From an optimization exercise on the open Yosys and OpenROAD flow, aimed at small area, a short achievable clock period and few clock cycles; shortcuts taken in it are not production practice. The RTL was checked by simulation tests, not by an equivalence proof against the original design. Power figures rest on the tool's default switching activity, not on a simulated workload.

==> raven <==
Design ulz_comp, start of the top module:
module ulz_comp #(
    parameter W = 8
) (
    input  wire        clk,
    input  wire        rst,         
    input  wire        start,       
    input  wire [15:0] in_len,      
    input  wire [15:0] out_cap,     
    output wire        ready,
    output reg         done,        
    output reg         ok,          
    output reg  [15:0] result,      
    output reg         in_re,
    output reg  [15:0] in_addr,
    input  wire [7:0]  in_rdata,
    output reg         out_we,
    output reg  [15:0] out_waddr,
    output reg  [7:0]  out_wdata,
    output reg         out_re,
    output reg  [15:0] out_raddr,
    input  wire [7:0]  out_rdata
);
    localparam S_IDLE   = 5'd0;
    localparam S_HDR    = 5'd1;    
    localparam S_INIT   = 5'd2;    
    localparam S_STEP   = 5'd3;    
    localparam S_SKIP   = 5'd4;    
    localparam S_FB_RD  = 5'd5;    
    localparam S_FB_CMP = 5'd6;
    localparam S_FB_X1  = 5'd7;    
    localparam S_FB_X2  = 5'd8;    
    localparam S_FB_X3  = 5'd9;    
    localparam S_FB_CND = 5'd10;
    localparam S_END    = 5'd11;   
    localparam S_END2   = 5'd12;   
    localparam S_FLUSH  = 5'd13;   
    localparam S_MV     = 5'd14;   
    localparam S_OK     = 5'd15;
    localparam S_FAIL   = 5'd16;
    localparam S_FB_G   = 5'd17;   
    localparam S_FB_U   = 5'd18;   
    reg [4:0]  state;
    reg [15:0] n;
    reg [15:0] cap;
  ...
==> flow/config.mk <==
export PLATFORM = sky130hd
export DESIGN_NAME = ulz_comp
export DESIGN_NICKNAME = ulz_comp
export VERILOG_FILES = /design/flow/design.v
export SDC_FILE = /design/flow/constraint.sdc
export NUM_CORES = 4
export LEC_CHECK = 0
export ABC_CLOCK_PERIOD_IN_PS = 4000
export CAP_MARGIN = 20
export CORE_MARGIN = 2
export CORE_UTILIZATION = 45
export SETUP_SLACK_MARGIN = 5
export SLEW_MARGIN = 20
==> flow/constraint.sdc <==
create_clock -name core_clock -period 10.0 [get_ports {clk}]
set_input_delay 2.0000 -clock core_clock [delete_from_list [all_inputs] [get_ports {clk}]]
set_output_delay 2.0000 -clock core_clock [all_outputs]
set_load 0.01 [all_outputs]
run.sh (not shown) runs the stock make flow with config.mk's settings and CLKGATE_MAP_FILE= SYNTH_SCRIPT=/design/flow/synth_recipe.tcl, a recipe that flattens the netlist after the stock synthesis.
==> quartz (differences from raven) <==
--- a/flow/design.v
+++ b/flow/design.v
@@ -239,18 +239,13 @@
     wire        match = ex3 ? bg_gt3 : bg_nz;
     wire [15:0] adv = match ? bl : 16'd1;
     wire [15:0] c_nx = c + adv;
     assign      off_nx3 = match ? tmb : tcm1;
     wire        end_nx = match ? em_q : (rc == 17'd1);
     wire        skip_nx = match && skip_q;
-    wire [16:0] tc_m  = tc - {1'b0, bl};
-    wire [16:0] tc_m1 = tc - {1'b0, bl} + 17'd1;
-    wire [16:0] tc_p1 = tc + 17'd1;
-    wire [16:0] tc_l  = tc - 17'd1;
-    wire [16:0] tc_nx = dec_go ? (match ? (push ? tc_m1 : tc_m) : (push ? tc : tc_l))
-                               : (push ? tc_p1 : tc);
+    wire [16:0] tc_nx = tc - (dec_go ? {1'b0, adv} : 17'd0) + {16'd0, push};
     wire        dec = (state == S_STEP) && !any && (!fb_need || fb_done);
     wire        dec_go = dec && (match ? !tk_v : !lb_v);
     assign      minit = dec_go && !end_nx && !skip_nx && (q != 2'd0);
     wire running = (state >= S_INIT) && (state <= S_FLUSH);
     wire lit_w  = running && lb_v;
     wire fl_thr = (state == S_FLUSH) ? (cnt != 6'd0) : (cnt >= 6'd8);
@@ -583,22 +578,13 @@
                 end
             end
             S_FB_CND: begin
                 fdq   <= fb_d;
                 fz    <= zbits(fb_d - 16'd1);
                 fcg   <= cgain(fbk);
-                if (fbk >= 16'd2)
-                    state <= S_FB_G;
-                else if (fbp == 17'd0) begin
-                    fb_done <= 1'b1;
-                    state   <= S_STEP;
-                end else begin
-                    fbp   <= fbp - 17'd1;
-                    fba   <= fbp[15:0] - 16'd1;
-                    state <= S_FB_RD;
-                end
+                state <= S_FB_G;
             end
             S_FB_G: begin
                 fgt   <= ({1'b0, fcg} > {1'b0, bg} + {16'd0, fz});
                 state <= S_FB_U;
             end
             S_FB_U: begin
ABC_CLOCK_PERIOD_IN_PS = default   (was 4000)
SETUP_SLACK_MARGIN = 4   (was 5)
==> onyx (differences from raven) <==
ABC_CLOCK_PERIOD_IN_PS = default   (was 4000)
SETUP_SLACK_MARGIN = 4   (was 5)
==> comparison table <==
| quantity | raven | onyx | quartz |
|---|---|---|---|
| Result of the run | complete, no violations | complete, no violations | complete, no violations |
| Register fraction of the total cell area | 33.20% | 33.76% | 34.40% |
| Post-synthesis share of cell area spent on and, or, nand and nor gates | 19.77% | 19.77% | 17.98% |
| Critical path class | reg2reg | reg2out | reg2out |
| Post-CTS setup-driven buffer insertion count | 56 | 3 | 7 |
| Termination of the worst setup path | cnt[5] | in_addr[1] | out_re |
| Seq pwr share | 33.5% | 33.6% | 33.6% |
| Worst path depth | 27 | 9 | 4 |
| DRT iter0 DRCs | 4786 | 5504 | 5075 |
| Filler cells | 11520 | 11530 | 11190 |
| Via count | 48390 | 48150 | 46230 |
| Sort of element at the end of the critical path | flip-flop | output port | output port |
| Fraction of the mapped netlist area in compound gates | 15.96% | 15.96% | 16.10% |
| Hold Path End | be[2] | be[2] | off_q[2] |
Testbench counts of raven, summed over its fixed seeds: cycles 2,525,660.
Testbench counts of quartz, summed over its fixed seeds: cycles 2,658,608.
Testbench counts of onyx, summed over its fixed seeds: cycles 2,525,660.

==> separate check: timing with driven ports <==
Ports are ideal in the flow. The routed layouts listed here were re-timed in OpenROAD. Step 1 (the two cells are an assumption about what drives the block):
set clk [get_ports {clk}]
set_driving_cell -lib_cell sky130_fd_sc_hd__clkbuf_16 $clk
set_driving_cell -lib_cell sky130_fd_sc_hd__buf_2 [delete_from_list [all_inputs] $clk]
Step 2 also shifts input and output timing later by t, the mid clock arrival at the registers, as if the neighbouring blocks saw the same clock. a / b / c = no drivers / after step 1 / after step 2; a / b = the first two.
| run | shift t [ns] | setup slack, ns | cell pins on the clock port's net |
|---|---|---|---|
| raven | 0.770 | 4.800 / 4.800 / 4.487 | 1 |
| quartz | 0.747 | 4.187 / 4.105 / 4.105 | 1 |
| onyx | 0.752 | 4.112 / 4.037 / 3.922 | 1 |
After both steps every run listed still meets setup and hold. For raven, which loses most, drivers alone change the setup slack by 0.000 ns; drivers and shift together by -0.313 ns.
